From an optimization exercise on the open Yosys and OpenROAD flow, aimed at small area, a short achievable clock period and few clock cycles per item; shortcuts taken in it are not production practice. Only simulation tests tie the RTL to the original design; equivalence was not proved. Power and IR drop assume default switching activity.

==> design.v <==
module wpk_codec (
    input  wire        clk,
    input  wire        rst,
    input  wire        s_valid,
    output wire        s_ready,
    input  wire [63:0] s_data,
    output wire        m_valid,
    input  wire        m_ready,
    output wire [63:0] m_data,
    output wire        m_last
);
    function [63:0] emask(input [1:0] code);
        case (code)
            2'd0: emask = {64{1'b1}};
            2'd1: emask = {32'd0, {32{1'b1}}};
            2'd2: emask = {48'd0, {16{1'b1}}};
            default: emask = {56'd0, {8{1'b1}}};
        endcase
    endfunction
    function [6:0] ewidth(input [1:0] code);
        case (code)
            2'd0: ewidth = 7'd64;
            2'd1: ewidth = 7'd32;
            2'd2: ewidth = 7'd16;
            default: ewidth = 7'd8;
        endcase
    endfunction
    function signbit(input [63:0] v, input [1:0] code);
        case (code)
            2'd0: signbit = v[63];
            2'd1: signbit = v[31];
            2'd2: signbit = v[15];
            default: signbit = v[7];
        endcase
    endfunction
    function [6:0] bitlen(input [63:0] v);
        integer i;
        begin
            bitlen = 7'd0;
            for (i = 0; i < 64; i = i + 1)
                if (v[i]) bitlen = i + 1;
        end
    endfunction
    function [63:0] rotl(input [63:0] v, input [5:0] r);
        reg [63:0] t;
        begin
            t = v;
            if (r[0]) t = {t[62:0], t[63]};
            if (r[1]) t = {t[61:0], t[63:62]};
            if (r[2]) t = {t[59:0], t[63:60]};
            if (r[3]) t = {t[55:0], t[63:56]};
            if (r[4]) t = {t[47:0], t[63:48]};
            if (r[5]) t = {t[31:0], t[63:32]};
            rotl = t;
        end
    endfunction
    function [63:0] lowmask(input [6:0] k);
        integer i;
        begin
            for (i = 0; i < 64; i = i + 1)
                lowmask[i] = (i < k);
        end
    endfunction
    reg  [63:0] q0, q1, q2;
    reg  [1:0]  qc;          
    reg         rdy;
    wire [1:0]  npop;        
    wire        push_in = s_valid & rdy;
    wire        head_v  = (qc != 2'd0);
    wire        two_v   = qc[1];
    wire [1:0]  qc_nx   = qc + {1'b0, push_in} - npop;
    assign s_ready = rdy;
    always @(posedge clk) begin
        if (qc > npop)
            q0 <= (npop == 2'd0) ? q0 : (npop == 2'd1) ? q1 : q2;
        else
            q0 <= s_data;
        if (qc > npop + 2'd1)
            q1 <= (npop == 2'd0) ? q1 : q2;
        else
            q1 <= s_data;
        if (!(qc == 2'd3 && npop == 2'd0))
            q2 <= s_data;
        if (rst) begin
            qc  <= 2'd0;
            rdy <= 1'b0;
        end else begin
            qc  <= qc_nx;
            rdy <= (qc_nx != 2'd3);
        end
    end
    localparam [1:0] I_HDR = 2'd0, I_OFF = 2'd1, I_ENC = 2'd2, I_DEC = 2'd3;
    reg  [1:0]  is_st;
    reg         j_dec;
    reg  [1:0]  j_ew;
    reg         j_sx;
    reg  [7:0]  j_hw;
    reg  [6:0]  icnt;        
    wire [63:0] mask  = emask(j_ew);
    wire        j_bad = ({1'b0, j_hw} > {1'b0, ewidth(j_ew)});
    reg  [63:0] x1;
    reg         x1_v, x1_desc, x1_first, x1_last, x1_es;
    reg         x1_dec, x1_sx, x1_bad;   
    reg  [1:0]  x1_ew;
    reg  [7:0]  x1_hw;
    reg  [63:0] zw;
    reg         zw_v, zw_es, zw_ee;
    reg  [63:0] prev;        
    reg         zw_isenc, zw_first;   
    reg  [6:0]  nmax;        
    reg         n_val;       
    wire        wr_real;
    wire        n_take;
    wire        hdr_take, off_take, enc_take;
    reg  [63:0] ra;          
    reg         ra_v, ra_desc, ra_first, ra_last, ra_es;
    reg         ra_dec, ra_sx, ra_bad;
    reg  [1:0]  ra_ew;
    reg  [7:0]  ra_hw;
    wire [63:0] r2      = prev - x1;     
    wire        sb_fire = ra_v && (!zw_v || wr_real) && !(ra_first && n_val);
    wire        ra_free = !ra_v || sb_fire;
    wire        sa_fire = x1_v && ra_free;
    wire        x1_free = !x1_v || sa_fire;
    wire [6:0]  zwlen = bitlen(zw);
    wire        zwc   = zw_v && zw_isenc;
    wire [63:0] maskb = emask(ra_ew);
    wire        sgnb  = signbit(ra, ra_ew);
    wire [63:0] zzb   = ((ra << 1) & maskb) ^ (sgnb ? maskb : 64'd0);
    wire [63:0] exb   = (ra_sx & sgnb) ? (ra | ~maskb) : (ra & maskb);
    always @(posedge clk) begin
        if (sa_fire) begin
            ra       <= r2;
            prev     <= (x1_dec && !x1_desc) ? r2 : x1;
            ra_desc  <= x1_desc;
            ra_first <= x1_first;
            ra_last  <= x1_last;
            ra_es    <= x1_es;
            ra_dec   <= x1_dec;
            ra_sx    <= x1_sx;
            ra_bad   <= x1_bad;
            ra_ew    <= x1_ew;
            ra_hw    <= x1_hw;
        end
        if (sb_fire) begin
            if (ra_desc) begin
                zw <= {47'd0, ra_bad, ra_hw, 3'd0, ra_bad, 3'd0, ra_dec};
            end else if (ra_dec) begin
                zw <= exb;
            end else begin
                zw    <= zzb;
            end
            zw_es    <= ra_es;
            zw_ee    <= ra_last;
            zw_isenc <= !ra_desc && !ra_dec;
            zw_first <= ra_first;
        end
        if (zwc)
            nmax <= (zw_first || zwlen > nmax) ? zwlen : nmax;
        if (rst) begin
            ra_v  <= 1'b0;
            zw_v  <= 1'b0;
            n_val <= 1'b0;
        end else begin
            if (sa_fire)
                ra_v <= 1'b1;
            else if (sb_fire)
                ra_v <= 1'b0;
            if (sb_fire)
                zw_v <= 1'b1;
            else if (wr_real)
                zw_v <= 1'b0;
            if (sb_fire && ra_last)
                n_val <= 1'b1;
            else if (n_take)
                n_val <= 1'b0;
        end
    end
    reg  [5:0]  uq;          
    reg  [6:0]  un;          
    reg  [63:0] selm;        
    reg         u_shift;     
    reg         u_needb;     
    reg         u_zero;      
    wire [6:0]  qsum   = {1'b0, uq} + un;
    wire [63:0] selm_nx = lowmask(7'd64 - {1'b0, uq});
    wire [63:0] uy     = (q0 & selm) | (q1 & ~selm);
    wire [63:0] ufield = rotl(uy, uq) & lowmask(un);
    wire [63:0] ud     = ((ufield >> 1) ^ (ufield[0] ? mask : 64'd0)) & mask;
    wire        u_fire = (is_st == I_DEC) && x1_free &&
                         (u_zero || head_v) && (!u_needb || two_v);
    wire        u_sh   = u_fire && u_shift;      
    wire        u_last   = (is_st == I_DEC) && u_fire && (icnt == 7'd63);
    wire [63:0] hdr_word = u_sh ? q1 : q0;
    assign hdr_take = ((is_st == I_HDR) && head_v) ||
                      (u_last && (u_sh ? qc == 2'd3 : two_v));
    assign off_take = (is_st == I_OFF) && head_v && x1_free;
    assign enc_take = (is_st == I_ENC) && head_v && x1_free;
    assign npop = {1'b0, hdr_take | off_take | enc_take} + {1'b0, u_sh};
    always @(posedge clk) begin
        if (hdr_take) begin
            j_dec <= hdr_word[0];
            j_ew  <= hdr_word[2:1];
            j_sx  <= hdr_word[3];
            j_hw  <= hdr_word[15:8];
        end
        if (off_take || enc_take || u_fire) begin
            x1_dec <= j_dec;
            x1_ew  <= j_ew;
            x1_sx  <= j_sx;
            x1_bad <= j_bad;
            x1_hw  <= j_hw;
        end
        if (off_take) begin
            x1       <= q0 & mask;
            x1_desc  <= 1'b1;
            x1_first <= 1'b0;
            x1_last  <= 1'b0;
            x1_es    <= !j_dec;
        end else if (enc_take) begin
            x1       <= q0 & mask;
            x1_desc  <= 1'b0;
            x1_first <= (icnt == 7'd0);
            x1_last  <= (icnt == 7'd63);
            x1_es    <= 1'b0;
        end else if (u_fire) begin
            x1       <= ud;
            x1_desc  <= 1'b0;
            x1_first <= 1'b0;
            x1_last  <= 1'b0;
            x1_es    <= 1'b0;
        end
        if (off_take) begin
            uq      <= j_hw[5:0];
            un      <= j_hw[6:0];
            selm    <= {64{1'b1}};
            u_shift <= (j_hw[6:0] == 7'd64);
            u_needb <= 1'b0;
            u_zero  <= (j_hw[6:0] == 7'd0);
        end else if (u_fire) begin
            uq      <= qsum[5:0];
            selm    <= selm_nx;
            u_shift <= qsum[6];
            u_needb <= (qsum > 7'd64);
        end
        if (rst) begin
            is_st <= I_HDR;
            icnt  <= 7'd0;
            x1_v  <= 1'b0;
        end else begin
            if (off_take || enc_take || u_fire)
                x1_v <= 1'b1;
            else if (sa_fire)
                x1_v <= 1'b0;
            case (is_st)
                I_HDR: if (hdr_take) is_st <= I_OFF;
                I_OFF: if (off_take) begin
                    icnt <= 7'd0;
                    if (!j_dec)     is_st <= I_ENC;
                    else if (j_bad) is_st <= I_HDR;
                    else            is_st <= I_DEC;
                end
                I_ENC: if (enc_take) begin
                    icnt <= icnt + 7'd1;
                    if (icnt == 7'd63) is_st <= I_HDR;
                end
                default: if (u_fire) begin
                    icnt <= icnt + 7'd1;
                    if (icnt == 7'd63) is_st <= hdr_take ? I_OFF : I_HDR;
                end
            endcase
        end
    end
    reg  [64*65-1:0] ring;      
    reg  [5:0]  ph;
    reg  [5:0]  ws, rs;
    reg  [6:0]  rcount;
    reg         enc_stream;     
    wire        rd_any;
    reg  walign;                
    reg  ralign;                
    wire wspace = !rcount[6];
    assign wr_real = zw_v && walign && wspace;
    wire wr_skip = !zw_v && !enc_stream && walign && wspace;
    wire wr_any  = wr_real | wr_skip;
    wire [6:0] rc_rd = wr_any ? rcount : rcount - 7'd1;
    wire [6:0] rc_nr = wr_any ? rcount + 7'd1 : rcount;
    wire [64:0] ring0  = ring[0 +: 65];
    wire [64:0] ring63 = ring[63*65 +: 65];
    always @(posedge clk) begin
        ring[0 +: 62*65] <= ring[65 +: 62*65];
        ring[63*65 +: 65] <= ring0;
        ring[62*65 +: 64] <= wr_real ? zw : ring63[63:0];
        ring[62*65 + 64]  <= wr_real | (!wr_skip & ring63[64]);
    end
    always @(posedge clk) begin
        if (rst) begin
            ph         <= 6'd0;
            ws         <= 6'd63;
            rs         <= 6'd63;
            walign     <= 1'b1;
            ralign     <= 1'b0;
            rcount     <= 7'd0;
            ravail     <= 1'b0;
            enc_stream <= 1'b0;
        end else begin
            ph <= ph + 6'd1;
            walign <= wr_any ? walign : (ph == ws);
            ralign <= rd_any ? ralign : (ph + 6'd1 == rs);
            if (wr_any) ws <= ws + 6'd1;
            if (rd_any) rs <= rs + 6'd1;
            rcount <= rd_any ? rc_rd : rc_nr;
            ravail <= wr_any || (rcount[6:1] != 6'd0) || (rcount[0] && !rd_any);
            if (wr_real && zw_es)
                enc_stream <= 1'b1;
            else if (wr_real && zw_ee)
                enc_stream <= 1'b0;
        end
    end
    localparam [1:0] O_IDLE = 2'd0, O_ENC = 2'd1, O_DEC = 2'd2;
    reg  [1:0]  os_st;
    reg  [63:0] zr;
    reg         zr_v;
    reg  [5:0]  ocnt;
    reg  [6:0]  o_n;
    reg  [63:0] acc;
    reg  [7:0]  s;           
    reg         ravail;      
    wire        tap_real = ring0[64];
    wire        push_ok = !ov || m_ready;   
    wire        s_hi  = s[7] | s[6];
    wire [63:0] prot  = rotl(zr, s[5:0]);
    wire [63:0] plm   = s_hi ? {64{1'b1}} : lowmask({1'b0, s[5:0]});
    wire [63:0] phi   = prot & plm;
    wire [63:0] plo   = prot & ~plm;
    reg         emit;        
    wire [7:0]  s_upd = s - {1'b0, o_n} + (emit ? 8'd64 : 8'd0);
    wire [63:0] pword = acc | phi;
    wire [6:0]  nb = (zwc && zwlen > nmax) ? zwlen : nmax;
    reg         zr_consume, push, pl;
    reg  [63:0] pd;
    always @(*) begin
        push = 1'b0;
        pd = pword;
        pl = (ocnt == 6'd63);
        if (zr_v) begin
            case (os_st)
                O_IDLE: begin
                    if (zr[0]) begin
                        push = 1'b1;
                        pd   = {52'd0, zr[16] ? 4'd4 : 4'd0, zr[15:8]};
                        pl   = zr[16];
                    end else if (n_val) begin
                        push = 1'b1;
                        pd   = {52'd0, 4'd0, 1'b0, nb};
                        pl   = (nb == 7'd0);
                    end
                end
                O_DEC: begin
                    push = 1'b1;
                    pd   = zr;
                end
                default: begin
                    push = emit;
                end
            endcase
        end
    end
    wire c_free = zr_v && (os_st == O_ENC) && !emit;    
    always @(*) zr_consume = c_free | (push & push_ok);
    assign n_take = zr_v && (os_st == O_IDLE) && !zr[0] && n_val && push_ok;
    wire rd_base = ralign && ravail && tap_real;
    wire rd_skip = ralign && ravail && !tap_real;
    wire rd_real = rd_base && (!zr_v || c_free || (push && push_ok));
    assign rd_any = rd_skip | rd_real;
    always @(posedge clk) begin
        if (rd_real)
            zr <= ring0[63:0];
        if (zr_consume) begin
            case (os_st)
                O_IDLE: if (!zr[0]) begin
                    acc <= 64'd0;
                    s    <= 8'd128 - {1'b0, nb};
                    emit <= nb[6];
                    o_n  <= nb;
                end
                O_ENC: begin
                    acc <= emit ? plo : pword;
                    s    <= s_upd;
                    emit <= (s_upd <= 8'd64);
                end
                default: ;
            endcase
        end
        if (rst) begin
            os_st <= O_IDLE;
            zr_v  <= 1'b0;
            ocnt  <= 6'd0;
        end else begin
            if (rd_real)
                zr_v <= 1'b1;
            else if (zr_consume)
                zr_v <= 1'b0;
            if (zr_consume) begin
                case (os_st)
                    O_IDLE: begin
                        ocnt <= 6'd0;
                        if (zr[0]) os_st <= zr[16] ? O_IDLE : O_DEC;
                        else       os_st <= O_ENC;
                    end
                    default: begin
                        ocnt <= ocnt + 6'd1;
                        if (ocnt == 6'd63) os_st <= O_IDLE;
                    end
                endcase
            end
        end
    end
    reg  [63:0] od;
    reg         ov, ol;
    wire        push_eff = push && push_ok;
    wire [64:0] o_chg = push_eff ? ({pl, pd} ^ {ol, od}) : 65'd0;
    always @(posedge clk) begin
        {ol, od} <= {ol, od} ^ o_chg;
        if (rst)
            ov <= 1'b0;
        else if (push_eff)
            ov <= 1'b1;
        else if (m_ready)
            ov <= 1'b0;
    end
    assign m_valid = ov;
    assign m_data  = od;
    assign m_last  = ol;
endmodule
==> flow/run.sh <==
#!/bin/bash
set -euo pipefail
bash standard.sh SETUP_SLACK_MARGIN=6.5 finish > standard.log 2>&1
==> standard.sh <==
#!/bin/bash
# synth_recipe.tcl (not shown) runs the flow's synth.tcl, then flattens the netlist and writes it again
# the make line also repeats each setting of config.mk as NAME=value (left out here)
make -C /OpenROAD-flow-scripts/flow DESIGN_CONFIG=/design/flow/config.mk WORK_HOME=/design/flow/orfs CLKGATE_MAP_FILE= SYNTH_SCRIPT=/design/flow/synth_recipe.tcl "${@:-finish}"
==> config.mk <==
export PLATFORM = sky130hd
export DESIGN_NAME = wpk_codec
export DESIGN_NICKNAME = wpk_codec
export VERILOG_FILES = /design/flow/design.v
export SDC_FILE = /design/flow/constraint.sdc
export NUM_CORES = 4
export LEC_CHECK = 0
export ABC_CLOCK_PERIOD_IN_PS = 3000
export CAP_MARGIN = 40
export CORE_MARGIN = 2
export CORE_UTILIZATION = 50
export CTS_CLUSTER_DIAMETER = 120
export CTS_CLUSTER_SIZE = 20
export SETUP_SLACK_MARGIN = 5
export SLEW_MARGIN = 20
export SYNTH_MEMORY_MAX_BITS = 8192
==> constraint.sdc <==
create_clock -name core_clock -period 10.0 [get_ports {clk}]
set_input_delay 2.0000 -clock core_clock [delete_from_list [all_inputs] [get_ports {clk}]]
set_output_delay 2.0000 -clock core_clock [all_outputs]
set_load 0.01 [all_outputs]
==> out/results.txt, run 1 <==
Synth Area in Compound Gates -> 4.95%
Synth-to-Final Area Change -> 12.7%
maxcap violations -> 0
post-synthesis simple-gate area fraction -> 5.24%
main combinational cell family by area after synthesis -> multiplexers
TritonCTS Sinks -> 5009
core area -> 271000 um2
Tightest Pin Transition -> 0.949 ns
fin crit period -> 4.42 ns
Initial DRC Count -> 4757
status -> complete, no violations
CTS tree -> done
Initial Util -> 50.4%
dominant synthesized flop cell -> dfxtp_1
Post-Syn Instances -> 9326
drt first pass iters -> 6
Detail Route Antenna Nets -> 0
root buffer cell -> clkbuf_16
Residual DRC -> 0
layout cells sized above 1 -> 13.7%
Max-slew headroom -> 36.7%
asr flop ratio synth -> 0%
GRT Util Overall -> 19.1%
Placer Congestion -> 0.899
Synth Area in Adders -> 1.14%
total grt overflow -> 0
Clock Latency Late Sink -> 0.93 ns
initial antenna violation count -> 22
row count -> 191
setup TNS -> 0 ns
critical path required time -> 10.64 ns
flip-flop and latch count after synthesis -> 5009
# hold bufs at CTS -> 0
Detail Placement HPWL -> 178 mm
mapped cell area -> 137000 um2
drt wl/cell -> 20.3 um
Total Nets Final -> 9858
sequential area share after synthesis -> 78.7%
CP Capture Type -> flop
part of the cycle the worst path needs -> 44.2%
Syn Nets -> 9516
largest net degree at the start of global routing -> 146
Max Root-Sink Buffers -> 4
vias in the first global route -> 65400
Clock Skews -> 0.0874 ns
synth unique cells -> 82
Syn. warnings -> 1
power per cell area -> 278 nW/um2
final hold viol count -> 0
Post-synth EDFFs -> 726
CP Max Fanout -> 5
Tightest Hold Check Type -> reg2reg
RSZ-0062 raised after global routing -> yes
htree depth -> 5
peak supply drop -> 0.240 mV
Die H -> 527 um
Ports -> 135
Setup violations, final -> 0
die width -> 527 um
total number of vias -> 67600
syn_area_per_cell -> 14.7 um2
FMAX -> 226 MHz
clk slew on worst S/H paths -> 0.10 ns
Critical Path AT -> 5.06 ns
first-pass GRT wire length -> 406 mm
routed wire length -> 270 mm
I/O Buffers -> 134
Via-to-Cell Ratio -> 5.07
Post-Synth XOR/XNOR Area -> 1.45%
CTS Buf Count -> 288
Pwr Total -> 0.0428 W
mux cell area share after synthesis -> 7.11%
Slew Limit Fails -> 0
CP startpoint kind -> flop
P_leak -> 59.1 nW
Crit Path Category -> reg2reg
die area -> 277000 um2
==> where the power goes <==
part           total (W)  internal (W)  switching, W
sequential        0.0227        0.0219      0.000813
combinational    0.00865       0.00361       0.00504
clock             0.0114       0.00534       0.00610
total             0.0428        0.0308        0.0120
==> worst max-delay path: stages, from the launching register on <==
cell and delay (ns):
edfxtp_1 0.41, or4_4 0.61, buf_4 0.17, o221ai_4 0.26, buf_6 0.14, a211oi_4 0.03, a2111oi_4 0.39, ha_1 0.30
nor2b_1 0.13, o21a_1 0.16, o21a_1 0.19, o21bai_4 0.17, a21oi_4 0.11, buf_4 0.19, buf_4 0.16, a21oi_2 0.28
o22ai_1 0.14, a21o_1 0.28
==> synthesized netlist by cell type (17+ instances only) <==
cell / n / area [um2]
inv_1: 146 / 548
and2_1: 25 / 156
buf_1: 62 / 233
nor3_1: 32 / 160
a21o_1: 52 / 390
o21ai_0: 364 / 1820
xnor2_1: 160 / 1400
or3_1: 62 / 388
mux4_2: 189 / 4260
mux2_2: 200 / 2250
a211oi_1: 73 / 548
a21oi_1: 264 / 1320
a31oi_1: 40 / 250
mux2i_1: 299 / 2990
xor2_1: 67 / 587
edfxtp_1: 726 / 21800
dfxtp_1: 4283 / 85700
mux2_1: 19 / 214
nand2b_1: 46 / 288
ha_1: 117 / 1460
nor4_1: 22 / 138
nand2_1: 660 / 2480
o21a_1: 31 / 233
and3_1: 19 / 119
clkbuf_1: 255 / 957
o21ai_1: 19 / 95.1
o22a_1: 58 / 508
nand3_1: 47 / 235
a221o_1: 25 / 250
a211o_1: 17 / 149
nor2b_1: 28 / 175
nand4_1: 18 / 113
nor2_1: 675 / 2530
==> registers in the layout (all words and copies together), names as in the netlist, 8 cells and up, named ones only <==
signal / count
zw: 64
selm: 64
s: 8
acc: 64
ra: 64
q1: 64
prev: 64
q2: 64
q0: 64
x1: 64
zr: 64
j_hw: 8
ra_hw: 8
x1_hw: 8
ring: 4160
==> placed cells by master, fill, tap and decap left out, types with 132 or more instances in the layout <==
master	n
dfxtp_1	4275
a21oi_1	244
edfxtp_1	726
mux2_2	194
mux2i_1	266
xnor2_1	132
nand2_1	650
mux4_2	189
o21ai_0	321
buf_4	158
nor2_1	652
clkbuf_16	293
inv_1	137
==> area by class of cell <==
cell class,count,area (um2)
fill,21500,117000
clock buffer,347,7460
clock inverter,28,452
antenna,13,32.5
sequential,5009,108000
inverter,150,604
multi-input combinational,3834,29400
tap,3570,4470
timing repair inverter,1,8.76
timing repair buffer,384,3950
==> what timing repair did <==
action | CTS | global route
setup buffers | 112 | 31
endpoints found under the setup margin | 890 | 468
cloned | 25 | 4
gates resized for setup | 517 | 210
pin swaps | 65 | 82
==> metrics by stage <==
stage,instance area (um2),hold slack (ns),utilization (%),setup slack [ns],std cells
after global placement,142000,0.310,52.3,3.74,12700
after detailed placement,142000,0.312,52.5,3.83,12800
after CTS,153000,0.255,56.2,5.60,13300
after floorplan,137000,0.310,-,4.35,9326
after global routing,154000,0.266,56.7,5.43,13300
final,154000,0.269,56.8,5.58,13300
==> path summary, 6_finish.rpt <==
check / start / cells past startpoint / endpoint / slack [ns]
setup / recovery: zw[47] / 17 / flop / 5.58
hold / removal: ring[4039] / 0 / ring[3974] / 0.27
setup reg to reg: zw[47] / 17 / flop / 5.58
hold reg to reg: ring[4039] / 0 / ring[3974] / 0.27
==> kinds of logic after synthesis <==
| group | after synthesis |
|---|---|
| DFF | 5009 |
| and+or+nand+nor | 1683 |
| AOI/OAI and AO/OA | 1086 |
| muxes | 707 |
| buffers and inverters | 492 |
| xor gates and xnor gates | 227 |
| adders and majority gates | 122 |
==> routing by layer <==
layer | share of wire, % | up-vias | GRT usage (%)
li1 | - | 32300 | -
met5 | 0.0093 | - | 0
met4 | 3.9 | 4 | 6.88
met3 | 5.2 | 487 | 2.69
met1 | 47 | 33100 | 27.7
met2 | 44 | 1751 | 29.3
Testbench counts, summed over its fixed seeds: cycles 25,778, jobs 384.
==> run 2: changes to the inputs <==
--- a/design.v
+++ b/design.v
@@ -106,7 +106,8 @@
     reg  [63:0] zw;
     reg         zw_v, zw_es, zw_ee;
     reg  [63:0] prev;        
-    reg         zw_isenc, zw_first;   
+    reg  [6:0]  zl;          
+    reg         zl_v, zl_first;
     reg  [6:0]  nmax;        
     reg         n_val;       
     wire        wr_real;
@@ -122,12 +123,11 @@
     wire        ra_free = !ra_v || sb_fire;
     wire        sa_fire = x1_v && ra_free;
     wire        x1_free = !x1_v || sa_fire;
-    wire [6:0]  zwlen = bitlen(zw);
-    wire        zwc   = zw_v && zw_isenc;
     wire [63:0] maskb = emask(ra_ew);
     wire        sgnb  = signbit(ra, ra_ew);
     wire [63:0] zzb   = ((ra << 1) & maskb) ^ (sgnb ? maskb : 64'd0);
     wire [63:0] exb   = (ra_sx & sgnb) ? (ra | ~maskb) : (ra & maskb);
+    wire [6:0]  zlen  = bitlen(zzb);
     always @(posedge clk) begin
         if (sa_fire) begin
             ra       <= r2;
@@ -149,15 +149,15 @@
                 zw <= exb;
             end else begin
                 zw    <= zzb;
+                zl    <= zlen;
             end
-            zw_es    <= ra_es;
-            zw_ee    <= ra_last;
-            zw_isenc <= !ra_desc && !ra_dec;
-            zw_first <= ra_first;
+            zw_es <= ra_es;
+            zw_ee <= ra_last;
         end
-        if (zwc)
-            nmax <= (zw_first || zwlen > nmax) ? zwlen : nmax;
+        if (zl_v)
+            nmax <= (zl_first || zl > nmax) ? zl : nmax;
         if (rst) begin
+            zl_v  <= 1'b0;
             ra_v  <= 1'b0;
             zw_v  <= 1'b0;
             n_val <= 1'b0;
@@ -170,6 +170,8 @@
                 zw_v <= 1'b1;
             else if (wr_real)
                 zw_v <= 1'b0;
+            zl_v     <= sb_fire && !ra_desc && !ra_dec;
+            zl_first <= ra_first;
             if (sb_fire && ra_last)
                 n_val <= 1'b1;
             else if (n_take)
@@ -336,7 +338,7 @@
     reg         emit;        
     wire [7:0]  s_upd = s - {1'b0, o_n} + (emit ? 8'd64 : 8'd0);
     wire [63:0] pword = acc | phi;
-    wire [6:0]  nb = (zwc && zwlen > nmax) ? zwlen : nmax;
+    wire [6:0]  nb = (zl > nmax) ? zl : nmax;
     reg         zr_consume, push, pl;
     reg  [63:0] pd;
     always @(*) begin
@@ -419,9 +421,11 @@
     reg  [63:0] od;
     reg         ov, ol;
     wire        push_eff = push && push_ok;
-    wire [64:0] o_chg = push_eff ? ({pl, pd} ^ {ol, od}) : 65'd0;
     always @(posedge clk) begin
-        {ol, od} <= {ol, od} ^ o_chg;
+        if (push_eff) begin
+            od <= pd;
+            ol <= pl;
+        end
         if (rst)
             ov <= 1'b0;
         else if (push_eff)
==> out/results.txt, run 2 <==
critical path required time -> 8.00 ns
drt first pass iters -> 6
commonest non-fill, non-tap cell in the layout -> dfxtp_1
Synth-to-Final Area Change -> 12.2%
slowest CP cell -> edfxtp_1
root buffer cell -> clkbuf_16
Max-slew headroom -> 26.9%
fin crit period -> 3.64 ns
CP Capture Type -> output port
Setup violations, final -> 0
CP Max Fanout -> 1
most frequent cells in the layout -> dfxtp_1 (4280), edfxtp_1 (732), nand2_1 (675), nor2_1 (521)
Placer Congestion -> 0.893
part of the cycle the worst path needs -> 36.4%
Fin Hold WS -> 0.297 ns
Critical Path AT -> 1.64 ns
die width -> 528 um
first-pass GRT wire length -> 402 mm
area leader, netlist -> dfxtp_1
Post-synth EDFFs -> 732
max reg flops -> 4160
RSZ-0062 raised after global routing -> yes
die area -> 279000 um2
status -> complete, no violations
Crit Path Category -> reg2out
DP Area -> 143000 um2
Syn Nets -> 9370
Max Root-Sink Buffers -> 4
WP buf/inv -> 1
GRT Util Overall -> 18.7%
Initial DRC Count -> 5182
CTS tree -> done
Top delay family on crit path -> flip-flops
flip-flop and latch count after synthesis -> 5016
CTS Buf Count -> 290
final core utilization -> 56.3%
commonest cells in the netlist -> dfxtp_1 (4284), edfxtp_1 (732), nand2_1 (682), nor2_1 (532), o21ai_0 (357)
P_leak -> 58.9 nW
Detail Placement HPWL -> 172 mm
initial antenna violation count -> 23
core area -> 273000 um2
Tightest Pin Transition -> 1.10 ns
Via-to-Cell Ratio -> 5.13
Slew Limit Fails -> 0
peak supply drop -> 0.265 mV
Ports -> 135
most instantiated library cell after synthesis -> dfxtp_1
Clock Latency Late Sink -> 0.92 ns
R2R Setup Slk -> 6.46 ns
Initial Util -> 50.2%
Die H -> 528 um
sequential area share after synthesis -> 78.5%
routed wire length -> 267 mm
total grt overflow -> 0
Detail Route Antenna Nets -> 0
power per cell area -> 285 nW/um2
max incr delay on CP -> 0.52 ns
total number of vias -> 67500
vias in the first global route -> 65600
maxcap violations -> 0
Syn. warnings -> 1
Final Instance Area -> 154000 um2
Tightest Hold Check Type -> reg2reg
Post-Syn Instances -> 9179
CP startpoint kind -> flop
layout cells sized above 1 -> 13.5%
dominant synthesized flop cell -> dfxtp_1
setup TNS -> 0 ns
largest cells by area after synthesis -> dfxtp_1 (63%), edfxtp_1 (16%), mux4_2 (3.7%)
final hold viol count -> 0
fillers -> 21600
I/O Buffers -> 134
syn_area_per_cell -> 14.9 um2
PnR worst setup slack -> 6.36 ns
asr flop ratio synth -> 0%
TritonCTS Sinks -> 5016
Clock Skews -> 0.0550 ns
CP cell instances -> buf_2
mapped cell area -> 137000 um2
post-synth top area share -> 62.5%
Reg with most FFs -> ring
row count -> 192
clk slew on worst S/H paths -> 0.10 ns
synth unique cells -> 87
htree depth -> 5
DP Worst Slack -> 4.80 ns
drt wl/cell -> 20.3 um
largest net degree at the start of global routing -> 94
Residual DRC -> 0
Total Nets Final -> 9667
FMAX -> 275 MHz
run 2: cell count changes after synthesis, sizes merged, moves of 36 or more:
cell	before	now
nor2	676	532
mux2	219	146
nor3	32	90
mux4	189	264
or3	62	23
a211oi	74	110
run 2: through the flow:
stage | std cells | total power (W)
finish | 13200 | 0.0438
global route | 13200 | 0.0457
CTS | 13100 | 0.0426
detailed placement | 12600 | 0.0303
global placement | 12600 | 0.0301
floorplan | 9179 | 0.0280
run 2: worst register-to-register path, stage by stage (launching register included):
cell,delay (ns)
edfxtp_1,0.48
bufinv_16,0.27
mux4_2,0.54
mux4_2,0.53
mux4_2,0.53
a21oi_4,0.24
buf_12,0.20
clkbuf_16,0.20
xor2_2,0.15
a211oi_2,0.08
run 2: cell type report:
cell class	instances	area [um2]	share of cell area (%)
sequential	5016	108000	70.0
multi-input combinational	3684	29400	19.1
clock buffer	362	7700	5.00
tap	3589	4490	2.92
timing repair buffer	331	3550	2.31
inverter	150	617	0.401
clock inverter	24	364	0.237
timing repair inverter	3	26.3	0.0171
antenna	10	25.0	0.0163
run 2: timing repair:
| item | CTS | global route |
|---|---|---|
| endpoints found under the setup margin | 718 | 422 |
| gates cloned | 17 | 17 |
| resized for setup | 440 | 281 |
| pin swaps | 31 | 111 |
| hold buffers | 0 | 0 |
| buffers inserted | 48 | 34 |
| hold endpoints to repair | 0 | 0 |
run 2: cells by family (layout without fill, tap and decap cells):
kind of cell | count (synthesis) | in the layout | share of synthesized area (%)
AOI/OAI and AO/OA | 1088 | 1090 | 4.95
xor gates and xnor gates | 233 | 233 | 1.50
adders and majority gates | 123 | 123 | 1.15
buffers and inverters | 486 | 870 | 1.48
DFF | 5016 | 5016 | 78.5
muxes | 677 | 678 | 7.59
other | 0 | 10 | 0
and+or+nand+nor | 1556 | 1560 | 4.78
run 2: routing by layer:
layer	global-route usage, %	up-vias	share of wire, %
met3	3.02	457	5.5
met5	0	-	0.0049
li1	-	31900	-
met2	27.5	1877	43
met1	28.2	33200	49
met4	5.80	2	3.2
run 2: power by group:
group	leakage (nW)	switching, W	internal, W
Sequential	41.2	0.000830	0.0219
Clock	3.91	0.00606	0.00547
Combinational	13.7	0.00536	0.00420
Total	58.9	0.0122	0.0316
run 2: path summary, 6_finish.rpt:
| kind | from | endpoint | cells after the start |
|---|---|---|---|
| min reg2reg | ring[324] | ring[259] | 0 |
| min | ring[324] | ring[259] | 0 |
| max reg2reg | uq[1] | x1[62] | 9 |
| max | od[10] | m_data[10] | 1 |
Testbench counts of run 2, summed over its fixed seeds: cycles 25,778, jobs 384.
==> run 3: changes to the inputs <==
--- a/config.mk
+++ b/config.mk
@@ -5,7 +5,7 @@
 export SDC_FILE = /design/flow/constraint.sdc
 export NUM_CORES = 4
 export LEC_CHECK = 0
-export ABC_CLOCK_PERIOD_IN_PS = 3000
+export ABC_AREA = 1
 export CAP_MARGIN = 40
 export CORE_MARGIN = 2
 export CORE_UTILIZATION = 50
==> out/results.txt, run 3 <==
status -> complete, no violations
layout cells sized above 1 -> 14.7%
Post-Syn Instances -> 10500
slowest CP cell -> edfxtp_1
Reg with most FFs -> ring
Via-to-Cell Ratio -> 4.96
commonest non-fill, non-tap cell in the layout -> dfxtp_1
Max Root-Sink Buffers -> 4
htree depth -> 5
Pwr Total -> 0.0507 W
area leader, netlist -> dfxtp_1
Crit Path Category -> reg2reg
RSZ-0062 raised after global routing -> yes
drt wl/cell -> 20.7 um
GRT Util Overall -> 21.4%
core area -> 271000 um2
Initial DRC Count -> 5446
vias in the first global route -> 71600
synth unique cells -> 66
Setup violations, final -> 0
total number of vias -> 73300
root buffer cell -> clkbuf_16
max incr delay on CP -> 0.45 ns
Critical Path AT -> 5.80 ns
Die H -> 525 um
largest cells by area after synthesis -> dfxtp_1 (63%), edfxtp_1 (16%), nand2_1 (4.7%)
initial antenna violation count -> 15
Tightest Pin Transition -> 0.900 ns
Final Instance Area -> 159000 um2
CTS tree -> done
syn_area_per_cell -> 12.9 um2
Detail Placement HPWL -> 194 mm
drt first pass iters -> 6
most frequent cells in the layout -> dfxtp_1 (4278), nand2_1 (1538), edfxtp_1 (732), inv_1 (649), o21ai_0 (508)
PnR worst setup slack -> 4.94 ns
Clock Skews -> 0.0645 ns
WHS Path Cells -> 0
flip-flop and latch count after synthesis -> 5016
CTS Buf Count -> 290
clk slew on worst S/H paths -> 0.09 ns
Ports -> 135
Initial Util -> 50.2%
max reg flops -> 4160
maxcap violations -> 0
setup TNS -> 0 ns
asr flop ratio synth -> 0%
most instantiated library cell after synthesis -> dfxtp_1
fin crit period -> 5.06 ns
sequential area share after synthesis -> 79.4%
CP Capture Type -> flop
R2R Setup Slk -> 4.94 ns
Max-slew headroom -> 39.4%
FF-to-FF path depth -> 39
I/O Buffers -> 134
TritonCTS Sinks -> 5016
Detail Route Antenna Nets -> 0
final hold viol count -> 0
Fin Hold WS -> 0.299 ns
routed wire length -> 305 mm
power per cell area -> 319 nW/um2
CP Max Fanout -> 3
Clock Latency Late Sink -> 0.92 ns
critical path required time -> 10.74 ns
die width -> 525 um
P_leak -> 65.4 nW
Syn. warnings -> 1
Total Nets Final -> 11300
largest net degree at the start of global routing -> 80
Tightest Hold Check Type -> reg2reg
commonest cells in the netlist -> dfxtp_1 (4284), nand2_1 (1710), o21ai_0 (736), edfxtp_1 (732), inv_1 (685)
row count -> 191
die area -> 276000 um2
total grt overflow -> 0
DP Area -> 142000 um2
post-synth top area share -> 63.2%
mapped cell area -> 136000 um2
Post-synth EDFFs -> 732
peak supply drop -> 0.317 mV
Synth-to-Final Area Change -> 17.0%
part of the cycle the worst path needs -> 50.6%
Residual DRC -> 0
FMAX -> 198 MHz
dominant synthesized flop cell -> dfxtp_1
Placer Congestion -> 0.916
DP Worst Slack -> 3.70 ns
fillers -> 21400
first-pass GRT wire length -> 450 mm
CP startpoint kind -> flop
Syn Nets -> 10700
Slew Limit Fails -> 0
-- run 3: changes by cell type in the layout (fill, tap and decap cells not counted), sizes merged, moves of 72 or more --
cell	previous run	this run
nand2	686	1766
inv	161	709
o21ai	363	773
buf	248	548
mux4	264	0
nor2	532	363
nand3	49	210
mux2	147	2
xnor2	156	48
a211oi	110	19
a31oi	27	107
o21bai	19	91
-- run 3: metrics by stage --
stage                     util (%)  instances
after global placement        52.2      14000
final                         58.7      14800
after CTS                     57.2      14600
after floorplan                  -      10500
after global routing          58.7      14800
after detailed placement      52.3      14000
-- run 3: cell type report --
cell class / count / area (um2) / share of cell area [%]
flip-flops and latches: 5016 / 108000 / 67.8
multi-input cells: 4476 / 28400 / 17.9
clock buffers: 351 / 7600 / 4.79
repair buffers: 629 / 7300 / 4.60
well taps: 3570 / 4470 / 2.81
inverters: 709 / 2810 / 1.77
clock inverters: 26 / 443 / 0.279
repair inverters: 5 / 37.5 / 0.0236
diodes: 5 / 12.5 / 0.00788
-- run 3: final timing paths --
| path | start | end |
|---|---|---|
| setup / recovery | x1[0] | prev[62] |
| hold / removal | ring[3953] | ring[3888] |
| setup reg to reg | x1[0] | prev[62] |
| hold reg to reg | ring[3953] | ring[3888] |
-- run 3: cell families after synthesis --
| logic type | share of synthesized area [%] |
|---|---|
| flops | 79.4 |
| simple gates | 7.07 |
| compound gates | 6.40 |
| buf+inv | 2.91 |
| mux | 2.08 |
| xor+xnor | 1.02 |
| fa+ha+maj | 1.16 |
-- run 3: where the power goes --
part / switching, W / internal, W / total (W)
logic: 0.00853 / 0.00619 / 0.0147
clock network: 0.00612 / 0.00544 / 0.0116
registers: 0.00116 / 0.0233 / 0.0245
-- run 3: critical path, delay by kind of cell, from the launching register on --
kind | cells | cell delay, ns
AOI/OAI and AO/OA | 17 | 1.96
xor gates and xnor gates | 1 | 0.20
adders and majority gates | 2 | 0.61
DFF | 1 | 0.45
and+or+nand+nor | 19 | 1.67
-- run 3: metal layers --
layer	GRT usage, %	vias to the layer above	share of wire (%)
met2	33.5	1854	45
li1	-	35500	-
met1	30.4	35300	46
met3	2.59	591	4.6
met5	0	-	0
met4	8.92	0	4.7
-- run 3: what timing repair did --
item,CTS,global route
setup endpoints to repair,838,654
gates cloned,67,17
hold buffers,0,0
setup buffers,231,115
resized for setup,834,729
endpoints found under the hold margin,0,0
pin swaps,81,145
==> run 4: changes to the inputs <==
==> config.mk (replaced) <==
export PLATFORM = sky130hd
export DESIGN_NAME = wpk_codec
export DESIGN_NICKNAME = wpk_codec
export VERILOG_FILES = /design/flow/design.v
export SDC_FILE = /design/flow/constraint.sdc
export NUM_CORES = 4
export LEC_CHECK = 0
export ABC_CLOCK_PERIOD_IN_PS = 3000
export CAP_MARGIN = 40
export CORE_MARGIN = 2
export CORE_UTILIZATION = 50
export CTS_CLUSTER_DIAMETER = 100
export CTS_CLUSTER_SIZE = 24
export SETUP_SLACK_MARGIN = 5
export SLEW_MARGIN = 20
export SYNTH_MEMORY_MAX_BITS = 8192
==> out/results.txt, run 4 <==
Tightest Pin Transition -> 1.07 ns
most instantiated library cell after synthesis -> dfxtp_1
flip-flop and latch count after synthesis -> 5016
layout cells sized above 1 -> 12.7%
Via-to-Cell Ratio -> 5.11
power share of the sequential group -> 54.0%
CP startpoint kind -> flop
clk slew on worst S/H paths -> 0.09 ns
final hold viol count -> 0
drt wl/cell -> 20.1 um
CP Max Fanout -> 1
htree depth -> 4
RSZ-0062 raised after global routing -> yes
largest net degree at the start of global routing -> 94
power per cell area -> 277 nW/um2
maxcap violations -> 0
total number of vias -> 67000
Detail Route Antenna Nets -> 0
mapped cell area -> 137000 um2
synth unique cells -> 87
cell internal pwr -> 0.0303 W
CTS tree -> done
post-synthesis simple-gate area fraction -> 4.78%
routed wire length -> 264 mm
largest cells by area after synthesis -> dfxtp_1 (63%), edfxtp_1 (16%), mux4_2 (3.7%)
sequential area share after synthesis -> 78.5%
total grt overflow -> 0
drt first pass iters -> 6
Residual DRC -> 0
commonest cells in the netlist -> dfxtp_1 (4284), edfxtp_1 (732), nand2_1 (682), nor2_1 (532), o21ai_0 (357)
asr flop ratio synth -> 0%
max incr delay on CP -> 0.50 ns
peak supply drop -> 0.257 mV
part of the cycle the worst path needs -> 36.0%
root buffer cell -> clkbuf_16
die width -> 528 um
mux cell area share after synthesis -> 7.59%
CP Capture Type -> output port
Die H -> 528 um
CP cell instances -> buf_2
fin crit period -> 3.60 ns
dominant synthesized flop cell -> dfxtp_1
main combinational cell family by area after synthesis -> multiplexers
Initial Util -> 50.2%
Top delay family on crit path -> flip-flops
Post-synth EDFFs -> 732
row count -> 192
Comb power frac -> 21.7%
Clock Skews -> 0.0711 ns
setup TNS -> 0 ns
Synth Area in Compound Gates -> 4.95%
crit path from -> od[10]
Detail Placement HPWL -> 172 mm
Reg2Reg Capture Point -> prev[54]
Initial DRC Count -> 4997
R2R Setup Slk -> 6.44 ns
area leader, netlist -> dfxtp_1
status -> complete, no violations
Switching Share -> 28.0%
WP buf/inv -> 1
most frequent cells in the layout -> dfxtp_1 (4280), edfxtp_1 (732), nand2_1 (674), nor2_1 (518), o21ai_0 (331)
Clock Latency Late Sink -> 0.93 ns
FF-to-FF path depth -> 14
max reg flops -> 4160
Worst Setup EP -> m_data[10]
Post-Syn Instances -> 9179
Reg with most FFs -> ring
core area -> 273000 um2
P_leak -> 58.0 nW
post-synth top area share -> 62.5%
Synth-to-Final Area Change -> 10.9%
Tightest Hold Check Type -> reg2reg
Synth Area in Adders -> 1.15%
die area -> 279000 um2
Syn. warnings -> 1
Ports -> 135
Total Nets Final -> 9617
syn_area_per_cell -> 14.9 um2
FMAX -> 278 MHz
Post-Synth XOR/XNOR Area -> 1.50%
vias in the first global route -> 65000
Max-slew headroom -> 28.9%
GRT Util Overall -> 18.6%
# hold bufs at CTS -> 0
Crit Path Category -> reg2out
Max Root-Sink Buffers -> 4
Placer Congestion -> 0.893
first-pass GRT wire length -> 400 mm
commonest non-fill, non-tap cell in the layout -> dfxtp_1
Critical Path AT -> 1.60 ns
TritonCTS Sinks -> 5016
initial antenna violation count -> 26
Slew Limit Fails -> 0
Fin Hold WS -> 0.300 ns
Clock power frac -> 24.3%
CTS Buf Count -> 237
worst flop-to-flop path startpoint -> prev[0]
critical path required time -> 8.00 ns
Setup violations, final -> 0
switching power -> 0.0118 W
slowest CP cell -> edfxtp_1
I/O Buffers -> 134
Syn Nets -> 9370
WP depth -> 1
-- run 4: final cells by class --
type	instances	area, um2
Clock inverter	25	349
Sequential cell	5016	108000
Multi-Input combinational cell	3685	29200
Tap cell	3589	4490
Inverter	150	607
Timing Repair inverter	3	40.0
Antenna cell	9	22.5
Fill cell	21800	121000
Timing Repair Buffer	333	3480
Clock buffer	295	6220
-- run 4: how the worst min path moves through the flow --
stage | start | endpoint | slack (ns) | cells after the start
final | ring[1373] | ring[1308] | 0.30 | 0
after global routing | ring[531] | ring[466] | 0.32 | 0
after CTS | ring[1373] | ring[1308] | 0.29 | 0
after detailed placement | ring[2082] | ring[2017] | 0.31 | 0
after global placement | ring[464] | ring[399] | 0.31 | 0
after floorplan | ring[65] | ring[0] | 0.31 | 0
-- run 4: stage by stage --
step	instance area (um2)	worst slack [ns]	utilization (%)	std cells	power, W
4_1_cts	150000	6.29	55.1	13000	0.0414
3_5_place_dp	143000	4.80	52.2	12600	0.0303
3_3_place_gp	142000	4.79	52.1	12600	0.0301
6_report	152000	6.40	55.7	13100	0.0421
2_1_floorplan	137000	4.51	-	9179	0.0280
5_1_grt	152000	6.31	55.7	13100	0.0440
-- run 4: power by group through the flow --
stage	Clock, W	Sequential [W]	Combinational, W
final	0.0103	0.0227	0.00913
after global placement	0	0.0232	0.00698
after floorplan	0	0.0227	0.00533
after global routing	0.0114	0.0228	0.00980
after detailed placement	0	0.0232	0.00718
after CTS	0.0107	0.0227	0.00806
-- run 4: per-layer routing --
| layer | track usage (%) | routed length, um | vias to the layer above |
|---|---|---|---|
| li1 | - | - | 31800 |
| met1 | 28.1 | 128000 | 32900 |
| met2 | 27.4 | 112000 | 1854 |
| met3 | 2.80 | 15100 | 450 |
| met4 | 5.87 | 8600 | 4 |
| met5 | 0 | 21 | - |
-- run 4: logic make-up (layout without fill, tap and decap cells) --
kind of cell / Yosys count / count (layout)
AOI/OAI and AO/OA: 1088 / 1090
xor gates and xnor gates: 233 / 233
adders and majority gates: 123 / 123
buffers and inverters: 486 / 806
DFF: 5016 / 5016
muxes: 677 / 678
other: 0 / 9
and+or+nand+nor: 1556 / 1561
-- run 4: what timing repair did --
| item | 4_1_cts | 5_1_grt |
|---|---|---|
| resized for setup | 452 | 224 |
| cloned | 19 | 9 |
| buffers inserted | 55 | 34 |
| pin swaps | 28 | 99 |
| hold endpoints to repair | 0 | 0 |
| setup endpoints to repair | 710 | 454 |
==> run 5: changes to the inputs <==
--- a/design.v
+++ b/design.v
@@ -276,17 +276,16 @@
     reg  [64*65-1:0] ring;      
     reg  [5:0]  ph;
     reg  [5:0]  ws, rs;
-    reg  [6:0]  rcount;
+    reg  [6:0]  rlag;
+    reg         rd_r;        
     reg         enc_stream;     
     wire        rd_any;
     reg  walign;                
     reg  ralign;                
-    wire wspace = !rcount[6];
+    wire wspace = !rlag[6] || (rd_r && rlag == 7'd64);      
     assign wr_real = zw_v && walign && wspace;
     wire wr_skip = !zw_v && !enc_stream && walign && wspace;
     wire wr_any  = wr_real | wr_skip;
-    wire [6:0] rc_rd = wr_any ? rcount : rcount - 7'd1;
-    wire [6:0] rc_nr = wr_any ? rcount + 7'd1 : rcount;
     wire [64:0] ring0  = ring[0 +: 65];
     wire [64:0] ring63 = ring[63*65 +: 65];
     always @(posedge clk) begin
@@ -302,8 +301,8 @@
             rs         <= 6'd63;
             walign     <= 1'b1;
             ralign     <= 1'b0;
-            rcount     <= 7'd0;
-            ravail     <= 1'b0;
+            rlag       <= 7'd0;
+            rd_r       <= 1'b0;
             enc_stream <= 1'b0;
         end else begin
             ph <= ph + 6'd1;
@@ -311,8 +310,8 @@
             ralign <= rd_any ? ralign : (ph + 6'd1 == rs);
             if (wr_any) ws <= ws + 6'd1;
             if (rd_any) rs <= rs + 6'd1;
-            rcount <= rd_any ? rc_rd : rc_nr;
-            ravail <= wr_any || (rcount[6:1] != 6'd0) || (rcount[0] && !rd_any);
+            rlag <= rlag + {6'd0, wr_any} - {6'd0, rd_r};
+            rd_r <= rd_any;
             if (wr_real && zw_es)
                 enc_stream <= 1'b1;
             else if (wr_real && zw_ee)
@@ -327,7 +326,7 @@
     reg  [6:0]  o_n;
     reg  [63:0] acc;
     reg  [7:0]  s;           
-    reg         ravail;      
+    wire        ravail = (rlag[6:1] != 6'd0) || (rlag[0] && !rd_r);   
     wire        tap_real = ring0[64];
     wire        push_ok = !ov || m_ready;   
     wire        s_hi  = s[7] | s[6];
--- a/config.mk
+++ b/config.mk
@@ -9,8 +9,8 @@
 export CAP_MARGIN = 40
 export CORE_MARGIN = 2
 export CORE_UTILIZATION = 50
-export CTS_CLUSTER_DIAMETER = 100
-export CTS_CLUSTER_SIZE = 24
+export CTS_CLUSTER_DIAMETER = 120
+export CTS_CLUSTER_SIZE = 20
 export SETUP_SLACK_MARGIN = 5
 export SLEW_MARGIN = 20
 export SYNTH_MEMORY_MAX_BITS = 8192
==> out/results.txt, run 5 <==
peak supply drop -> 0.272 mV
Comb power frac -> 23.7%
fillers -> 21400
Critical Path AT -> 1.66 ns
Tightest Pin Transition -> 1.14 ns
post-synth top area share -> 62.5%
status -> complete, no violations
Top delay family on crit path -> flip-flops
largest net degree at the start of global routing -> 91
vias in the first global route -> 66800
maxcap violations -> 0
Residual DRC -> 0
Ports -> 135
most instantiated library cell after synthesis -> dfxtp_1
I/O Buffers -> 134
max incr delay on CP -> 0.56 ns
power share of the sequential group -> 50.8%
CP cell instances -> buf_2
CTS tree -> done
CP Capture Type -> output port
total grt overflow -> 0
Synth-to-Final Area Change -> 13.1%
GRT Util Overall -> 19.6%
synth unique cells -> 86
P_leak -> 59.6 nW
most frequent cells in the layout -> dfxtp_1 (4278), edfxtp_1 (732), nand2_1 (529), nor2_1 (488), clkbuf_16 (308)
routed wire length -> 284 mm
Post-synth EDFFs -> 732
final hold viol count -> 0
TritonCTS Sinks -> 5016
RSZ-0062 raised after global routing -> yes
CP Max Fanout -> 1
R2R Setup Slk -> 6.44 ns
# hold bufs at CTS -> 0
max reg flops -> 4160
Post-Syn Instances -> 9314
Clock power frac -> 25.5%
commonest cells in the netlist -> dfxtp_1 (4284), edfxtp_1 (732), nand2_1 (699), nor2_1 (503), mux2i_1 (313)
WP buf/inv -> 1
clk slew on worst S/H paths -> 0.09 ns
asr flop ratio synth -> 0%
flip-flop and latch count after synthesis -> 5016
drt first pass iters -> 6
layout cells sized above 1 -> 14.9%
die width -> 528 um
final core utilization -> 56.8%
setup TNS -> 0 ns
CTS Buf Count -> 290
syn_area_per_cell -> 14.7 um2
drt wl/cell -> 21.3 um
initial antenna violation count -> 20
area leader, netlist -> dfxtp_1
commonest non-fill, non-tap cell in the layout -> dfxtp_1
Reg with most FFs -> ring
CP startpoint kind -> flop
Max Root-Sink Buffers -> 4
root buffer cell -> clkbuf_16
sequential area share after synthesis -> 78.6%
Die H -> 528 um
Detail Route Antenna Nets -> 0
htree depth -> 5
Max-slew headroom -> 24.3%
row count -> 192
Detail Placement HPWL -> 178 mm
largest cells by area after synthesis -> dfxtp_1 (63%), edfxtp_1 (16%), mux4_2 (3.0%)
Tightest Hold Check Type -> reg2reg
slowest CP cell -> edfxtp_1
Clock Skews -> 0.0917 ns
Clock Latency Late Sink -> 0.93 ns
power per cell area -> 293 nW/um2
die area -> 278000 um2
first-pass GRT wire length -> 419 mm
core area -> 273000 um2
Crit Path Category -> reg2out
Via-to-Cell Ratio -> 5.16
Initial Util -> 50.2%
fin crit period -> 3.66 ns
total number of vias -> 68800
Setup violations, final -> 0
Switching Share -> 29.7%
area occupied by registers -> 108000 um2
Syn. warnings -> 1
Initial DRC Count -> 5427
mapped cell area -> 137000 um2
Slew Limit Fails -> 0
multi-input logic area -> 29600 um2
part of the cycle the worst path needs -> 36.6%
critical path required time -> 8.00 ns
dominant synthesized flop cell -> dfxtp_1
switching power -> 0.0135 W
Placer Congestion -> 0.899
cell internal pwr -> 0.0320 W
FMAX -> 274 MHz
Total Nets Final -> 9845
Syn Nets -> 9512
==> run 5: cells by family (layout without fill, tap and decap cells) <==
family                     after synthesis  in the layout  share of synthesized area (%)
other                                    0              7                              0
adders and majority gates              130            130                           1.21
and+or+nand+nor                       1529           1544                           4.68
AOI/OAI and AO/OA                     1188           1188                           5.62
muxes                                  696            696                           6.93
buffers and inverters                  524            937                           1.50
xor gates and xnor gates               231            231                           1.48
DFF                                   5016           5016                           78.6
==> run 5: power by group through the flow <==
| stage | Combinational, W | Sequential (W) | Clock, W |
|---|---|---|---|
| 2_1_floorplan | 0.00543 | 0.0230 | 0 |
| 3_3_place_gp | 0.00716 | 0.0235 | 0 |
| 3_5_place_dp | 0.00733 | 0.0235 | 0 |
| 4_1_cts | 0.00899 | 0.0231 | 0.0120 |
| 5_1_grt | 0.0114 | 0.0232 | 0.0127 |
| 6_report | 0.0108 | 0.0231 | 0.0116 |
==> run 5: path summary, 6_finish.rpt <==
kind | startpoint | endpoint | cells after the start
setup / recovery | ol | m_last | 1
setup reg to reg | rlag[5] | q1[49] | 20
hold reg to reg | ring[889] | ring[824] | 0
hold / removal | ring[889] | ring[824] | 0
==> run 5: area by class of cell <==
class                   instances  area share (%)
diodes                          7          0.0113
clock buffers                 352            4.84
clock inverters                35           0.404
inverters                     172           0.474
multi-input cells            3789            19.1
flip-flops and latches       5016            69.5
well taps                    3589            2.90
repair buffers                372            2.78
repair inverters                6          0.0436
==> run 5: what timing repair did <==
item	CTS	global route
endpoints found under the setup margin	855	568
resized for setup	424	449
buffers inserted	57	39
cloned	34	26
pin swaps	22	123
==> run 5: per-layer routing <==
metal	vias to the layer above	track usage, %	routed length [um]	share of wire, %
li1	32500	-	-	-
met1	33800	28.9	133000	47
met2	1989	29.8	125000	44
met3	549	2.54	14100	5.0
met4	0	7.16	11600	4.1
met5	-	0	0	0
==> run 5: stage by stage <==
| stage | hold slack (ns) | instances | worst slack, ns | power [W] | area [um2] |
|---|---|---|---|---|---|
| after floorplan | 0.310 | 9314 | 4.47 | 0.0284 | 138000 |
| after global placement | 0.310 | 12800 | 4.38 | 0.0307 | 142000 |
| after detailed placement | 0.312 | 12800 | 4.33 | 0.0309 | 143000 |
| after CTS | 0.227 | 13300 | 6.27 | 0.0441 | 152000 |
| after global routing | 0.234 | 13300 | 6.31 | 0.0473 | 155000 |
| final | 0.251 | 13300 | 6.34 | 0.0455 | 155000 |
Testbench counts of run 5, summed over its fixed seeds: cycles 25,778, jobs 384.
==> run 6: changes to the inputs <==
--- a/config.mk
+++ b/config.mk
@@ -5,7 +5,7 @@
 export SDC_FILE = /design/flow/constraint.sdc
 export NUM_CORES = 4
 export LEC_CHECK = 0
-export ABC_CLOCK_PERIOD_IN_PS = 3000
+export ABC_CLOCK_PERIOD_IN_PS = 2500
 export CAP_MARGIN = 40
 export CORE_MARGIN = 2
 export CORE_UTILIZATION = 50
==> out/results.txt, run 6 <==
syn_area_per_cell -> 14.7 um2
Detail Route Antenna Nets -> 0
Comb power frac -> 23.7%
Post-synth EDFFs -> 732
sequential area share after synthesis -> 78.6%
final core utilization -> 56.8%
asr flop ratio synth -> 0%
FMAX -> 274 MHz
GRT Util Overall -> 19.6%
critical path required time -> 8.00 ns
flip-flop and latch count after synthesis -> 5016
CP Max Fanout -> 1
htree depth -> 5
final hold viol count -> 0
RSZ-0062 raised after global routing -> yes
switching power -> 0.0135 W
Detail Placement HPWL -> 178 mm
Initial Util -> 50.2%
max incr delay on CP -> 0.56 ns
largest net degree at the start of global routing -> 91
Residual DRC -> 0
Die H -> 528 um
power per cell area -> 293 nW/um2
Switching Share -> 29.7%
root buffer cell -> clkbuf_16
Clock Skews -> 0.0917 ns
synth unique cells -> 86
peak supply drop -> 0.272 mV
Clock Latency Late Sink -> 0.93 ns
Crit Path Category -> reg2out
Pwr Total -> 0.0455 W
total number of vias -> 68800
Placer Congestion -> 0.899
post-synth top area share -> 62.5%
WP buf/inv -> 1
drt wl/cell -> 21.3 um
power share of the sequential group -> 50.8%
core area -> 273000 um2
Max-slew headroom -> 24.3%
Critical Path AT -> 1.66 ns
total grt overflow -> 0
top sig layer -> met4
Via-to-Cell Ratio -> 5.16
Fin Hold WS -> 0.251 ns
Syn Nets -> 9512
most frequent cells in the layout -> dfxtp_1 (4278), edfxtp_1 (732), nand2_1 (529), nor2_1 (488), clkbuf_16 (308)
CTS tree -> done
max reg flops -> 4160
Clock power frac -> 25.5%
CP cell instances -> buf_2
I/O Buffers -> 134
Syn. warnings -> 1
Tightest Pin Transition -> 1.14 ns
clk slew on worst S/H paths -> 0.09 ns
Setup violations, final -> 0
cell internal pwr -> 0.0320 W
TritonCTS Sinks -> 5016
Tightest Hold Check Type -> reg2reg
Slew Limit Fails -> 0
die width -> 528 um
die area -> 278000 um2
Top delay family on crit path -> flip-flops
largest cells by area after synthesis -> dfxtp_1 (63%), edfxtp_1 (16%), mux4_2 (3.0%)
Met2 Wirelength -> 125 mm
row count -> 192
Synth-to-Final Area Change -> 13.1%
first-pass GRT wire length -> 419 mm
fin crit period -> 3.66 ns
Max Root-Sink Buffers -> 4
Initial DRC Count -> 5427
Total Nets Final -> 9845
vias in the first global route -> 66800
met3 WL -> 14.1 mm
part of the cycle the worst path needs -> 36.6%
status -> complete, no violations
dominant synthesized flop cell -> dfxtp_1
mapped cell area -> 137000 um2
routed wire length -> 284 mm
Metal-1 WL -> 133 mm
commonest non-fill, non-tap cell in the layout -> dfxtp_1
Reg with most FFs -> ring
slowest CP cell -> edfxtp_1
layout cells sized above 1 -> 14.9%
CP Capture Type -> output port
CP startpoint kind -> flop
drt first pass iters -> 6
fillers -> 21400
setup TNS -> 0 ns
initial antenna violation count -> 20
CTS Buf Count -> 290
maxcap violations -> 0
Ports -> 135
most instantiated library cell after synthesis -> dfxtp_1
commonest cells in the netlist -> dfxtp_1 (4284), edfxtp_1 (732), nand2_1 (699), nor2_1 (503), mux2i_1 (313)
P_leak -> 59.6 nW
Post-Syn Instances -> 9314
area leader, netlist -> dfxtp_1
## run 6: final cells by class
cell class | instances | area (um2) | area share [%]
Sequential cell | 5016 | 108000 | 69.5
Multi-Input combinational cell | 3789 | 29600 | 19.1
Tap cell | 3589 | 4490 | 2.90
Clock buffer | 352 | 7510 | 4.84
Clock inverter | 35 | 627 | 0.404
Inverter | 172 | 736 | 0.474
Antenna cell | 7 | 17.5 | 0.0113
Timing Repair Buffer | 372 | 4310 | 2.78
Timing Repair inverter | 6 | 67.6 | 0.0436
## run 6: stage by stage
step / worst slack [ns] / cell area (um2) / instances
after global placement: 4.38 / 142000 / 12800
after CTS: 6.27 / 152000 / 13300
after floorplan: 4.47 / 138000 / 9314
final: 6.34 / 155000 / 13300
after global routing: 6.31 / 155000 / 13300
after detailed placement: 4.33 / 143000 / 12800
## run 6: what timing repair did
action,CTS,global route
pin swaps,22,123
setup buffers,57,39
endpoints found under the setup margin,855,568
gates resized for setup,424,449
gates cloned,34,26
hold buffers,0,0
## run 6: metal layers
metal / up-vias / global-route usage (%)
met5: - / 0
met4: 0 / 7.16
met3: 549 / 2.54
met2: 1989 / 29.8
met1: 33800 / 28.9
li1: 32500 / -
## run 6: worst register-to-register path: stages (launching register included)
cell and delay, ns:
dfxtp_2 0.32, inv_2 0.08, ha_4 0.13, a41o_1 0.20, a21oi_2 0.07, o211ai_1 0.20
buf_4 0.21, o211a_4 0.22, a31oi_4 0.12, o21ai_4 0.25, inv_2 0.07, ha_4 0.19
ha_4 0.28, inv_4 0.05, nor2_4 0.12, o22ai_4 0.11, buf_6 0.13, buf_12 0.15
clkbuf_16 0.23, nand2_1 0.09, nand2_2 0.05
## run 6: logic make-up after synthesis
group,synth area share (%)
AO/OA/AOI/OAI,5.62
XOR/XNOR,1.48
adder cells (fa/ha/maj),1.21
buffers and inverters,1.50
flip-flops,78.6
multiplexers,6.93
AND/OR/NAND/NOR,4.68
## run 6: path summary, 6_finish.rpt
path / start / to / slack (ns) / depth (start not counted)
worst min-delay path: ring[889] / ring[824] / 0.25 / 0
worst min register to register: ring[889] / ring[824] / 0.25 / 0
worst max register to register: rlag[5] / q1[49] / 6.44 / 20
worst max-delay path: ol / m_last / 6.34 / 1
## run 6: power groups by stage
stage / Clock (W) / Combinational, W / Sequential, W
after floorplan: 0 / 0.00543 / 0.0230
after global placement: 0 / 0.00716 / 0.0235
after detailed placement: 0 / 0.00733 / 0.0235
after CTS: 0.0120 / 0.00899 / 0.0231
after global routing: 0.0127 / 0.0114 / 0.0232
final: 0.0116 / 0.0108 / 0.0231
==> run 7: changes to the inputs <==
==> config.mk (replaced) <==
export PLATFORM = sky130hd
export DESIGN_NAME = wpk_codec
export DESIGN_NICKNAME = wpk_codec
export VERILOG_FILES = /design/flow/design.v
export SDC_FILE = /design/flow/constraint.sdc
export NUM_CORES = 4
export LEC_CHECK = 0
export ABC_CLOCK_PERIOD_IN_PS = 3000
export CAP_MARGIN = 40
export CORE_MARGIN = 2
export CORE_UTILIZATION = 50
export CTS_CLUSTER_DIAMETER = 100
export CTS_CLUSTER_SIZE = 24
export SETUP_SLACK_MARGIN = 5
export SLEW_MARGIN = 20
export SYNTH_MEMORY_MAX_BITS = 8192
==> out/results.txt, run 7 <==
clk slew on worst S/H paths -> 0.10 ns
most frequent cells in the layout -> dfxtp_1 (4278), edfxtp_1 (732), nand2_1 (554), nor2_1 (489), mux2i_1 (298)
Clock Skews -> 0.108 ns
htree depth -> 4
Slew Limit Fails -> 0
switching power -> 0.0131 W
Max Root-Sink Buffers -> 4
commonest non-fill, non-tap cell in the layout -> dfxtp_1
largest net degree at the start of global routing -> 91
CP startpoint kind -> flop
total grt overflow -> 0
DP Area -> 143000 um2
status -> complete, no violations
RSZ-0062 raised after global routing -> yes
synth unique cells -> 86
setup TNS -> 0 ns
vias in the first global route -> 65900
GRT Util Overall -> 19.4%
critical path required time -> 8.00 ns
fin crit period -> 3.67 ns
largest cells by area after synthesis -> dfxtp_1 (63%), edfxtp_1 (16%), mux4_2 (3.0%)
most instantiated library cell after synthesis -> dfxtp_1
Crit Path Category -> reg2out
Detail Placement HPWL -> 178 mm
peak supply drop -> 0.283 mV
row count -> 192
final hold viol count -> 0
maxcap violations -> 0
routed wire length -> 281 mm
Syn Nets -> 9512
Ports -> 135
Placer Congestion -> 0.899
layout cells sized above 1 -> 13.8%
mapped cell area -> 137000 um2
cell internal pwr -> 0.0309 W
Setup violations, final -> 0
Critical Path AT -> 1.67 ns
Max-slew headroom -> 14.4%
dominant synthesized flop cell -> dfxtp_1
post-synth top area share -> 62.5%
die width -> 528 um
CTS Buf Count -> 240
P_leak -> 58.8 nW
TritonCTS Sinks -> 5016
Tightest Pin Transition -> 1.28 ns
final core utilization -> 56.1%
CP cell instances -> buf_2
max reg flops -> 4160
Top delay family on crit path -> flip-flops
Fin Hold WS -> 0.227 ns
die area -> 278000 um2
Post-Syn Instances -> 9314
Reg with most FFs -> ring
root buffer cell -> clkbuf_16
max incr delay on CP -> 0.56 ns
flip-flop and latch count after synthesis -> 5016
Switching Share -> 29.8%
Synth-to-Final Area Change -> 11.8%
PnR worst setup slack -> 6.33 ns
Tightest Hold Check Type -> reg2reg
R2R Setup Slk -> 6.44 ns
part of the cycle the worst path needs -> 36.7%
CTS tree -> done
DP Worst Slack -> 4.33 ns
Via-to-Cell Ratio -> 5.15
power share of the sequential group -> 52.5%
CP Capture Type -> output port
Initial Util -> 50.2%
Comb power frac -> 23.7%
slowest CP cell -> edfxtp_1
Post-synth EDFFs -> 732
Die H -> 528 um
Residual DRC -> 0
initial antenna violation count -> 17
Total Nets Final -> 9782
Clock Latency Late Sink -> 0.96 ns
drt first pass iters -> 6
CP Max Fanout -> 1
syn_area_per_cell -> 14.7 um2
commonest cells in the netlist -> dfxtp_1 (4284), edfxtp_1 (732), nand2_1 (699), nor2_1 (503), mux2i_1 (313)
power per cell area -> 287 nW/um2
I/O Buffers -> 134
Detail Route Antenna Nets -> 0
total number of vias -> 68200
Initial DRC Count -> 5456
Final Instance Area -> 153000 um2
WP buf/inv -> 1
drt wl/cell -> 21.2 um
asr flop ratio synth -> 0%
first-pass GRT wire length -> 414 mm
Clock power frac -> 23.8%
area leader, netlist -> dfxtp_1
sequential area share after synthesis -> 78.6%
FMAX -> 272 MHz
Syn. warnings -> 1
core area -> 273000 um2
[run 7: cell types whose count changed in the layout (fill, tap and decap cells not counted), sizes merged]
cell | previous run | this run
clkinv | 23 | 19
diode | 7 | 10
buf | 286 | 274
inv | 184 | 183
clkbuf | 369 | 308
[run 7: metal layers]
metal | vias to the layer above | global-route usage, % | wire length, um
met3 | 486 | 2.39 | 14400
met4 | 0 | 6.69 | 10200
met1 | 33400 | 28.8 | 133000
li1 | 32300 | - | -
met2 | 1999 | 29.4 | 123000
met5 | - | 0 | 0
[run 7: worst reg2reg max path: stages, from the launching register on]
cell       delay (ns)
dfxtp_2          0.33
inv_2            0.08
ha_4             0.13
a41o_1           0.20
a21oi_2          0.07
o211ai_1         0.19
buf_4            0.20
o211a_4          0.21
a31oi_4          0.12
o21ai_4          0.27
inv_2            0.08
ha_4             0.18
ha_4             0.24
inv_4            0.08
nor2_4           0.05
o22ai_4          0.20
bufinv_16        0.25
buf_12           0.20
nand2_8          0.13
[run 7: logic make-up after synthesis]
kind of cell,share of synthesized area (%)
flip-flops,78.6
AND/OR/NAND/NOR,4.68
AO/OA/AOI/OAI,5.62
multiplexers,6.93
buffers and inverters,1.50
XOR/XNOR,1.48
adder cells (fa/ha/maj),1.21
[run 7: what timing repair did]
item / 4_1_cts / 5_1_grt
hold endpoints to repair: 0 / 0
resized for setup: 431 / 356
pin swaps: 29 / 118
buffers inserted: 46 / 42
cloned: 30 / 25
hold buffers: 0 / 0
setup endpoints to repair: 852 / 567
[run 7: through the flow]
| stage | std cells | total power (W) |
|---|---|---|
| after floorplan | 9314 | 0.0284 |
| after global placement | 12800 | 0.0307 |
| after detailed placement | 12800 | 0.0309 |
| after CTS | 13200 | 0.0427 |
| after global routing | 13300 | 0.0458 |
| final | 13300 | 0.0440 |
[run 7: cell type report]
cell class,instances,area [um2]
Antenna cell,10,25.0
Clock buffer,290,6260
Clock inverter,32,579
Fill cell,21600,120000
Inverter,172,742
Multi-Input combinational cell,3789,29400
Sequential cell,5016,108000
Tap cell,3589,4490
Timing Repair Buffer,361,4050
Timing Repair inverter,4,45.0
[run 7: worst paths after layout]
check | from | end | depth (start not counted)
hold / removal | ring[1225] | ring[1160] | 0
setup reg to reg | rlag[5] | q1[20] | 18
setup / recovery | ol | m_last | 1
hold reg to reg | ring[1225] | ring[1160] | 0
[run 7: power by group through the flow]
stage          clock [W]  sequential (W)  combinational, W
6_report          0.0105          0.0231            0.0104
2_1_floorplan          0          0.0230           0.00543
3_5_place_dp           0          0.0235           0.00733
5_1_grt           0.0116          0.0232            0.0111
3_3_place_gp           0          0.0235           0.00716
4_1_cts           0.0108          0.0231           0.00880

## afterwards: timing with drivers on the ports
The flow's constraints put no driver on any port. The routed layouts listed below were extracted and timed again, unchanged, in two steps.
Step 1 assumes that a clkbuf_16 drives the clock port and a buf_2 every other input.
Step 2 times the ports against the registers' clock, not the clock port: input delays grow and output delays shrink by t, the midpoint of the rising clock arrivals with the driver on.
Slacks: no drivers / after step 1 / after step 2; pairs: no drivers / after step 1.
run | shift t [ns] | slack for setup (ns)
run 1 | 0.987 | 5.579 / 5.579 / 5.352
run 2 | 0.983 | 6.361 / 6.256 / 5.524
run 3 | 0.993 | 4.941 / 4.941 / 4.941
run 4 | 0.990 | 6.399 / 6.299 / 5.549
run 5 | 0.982 | 6.344 / 6.245 / 5.704
run 6 | 0.982 | 6.344 / 6.245 / 5.704
run 7 | 1.006 | 6.327 / 6.230 / 5.662
After both steps every run listed still meets setup and hold.
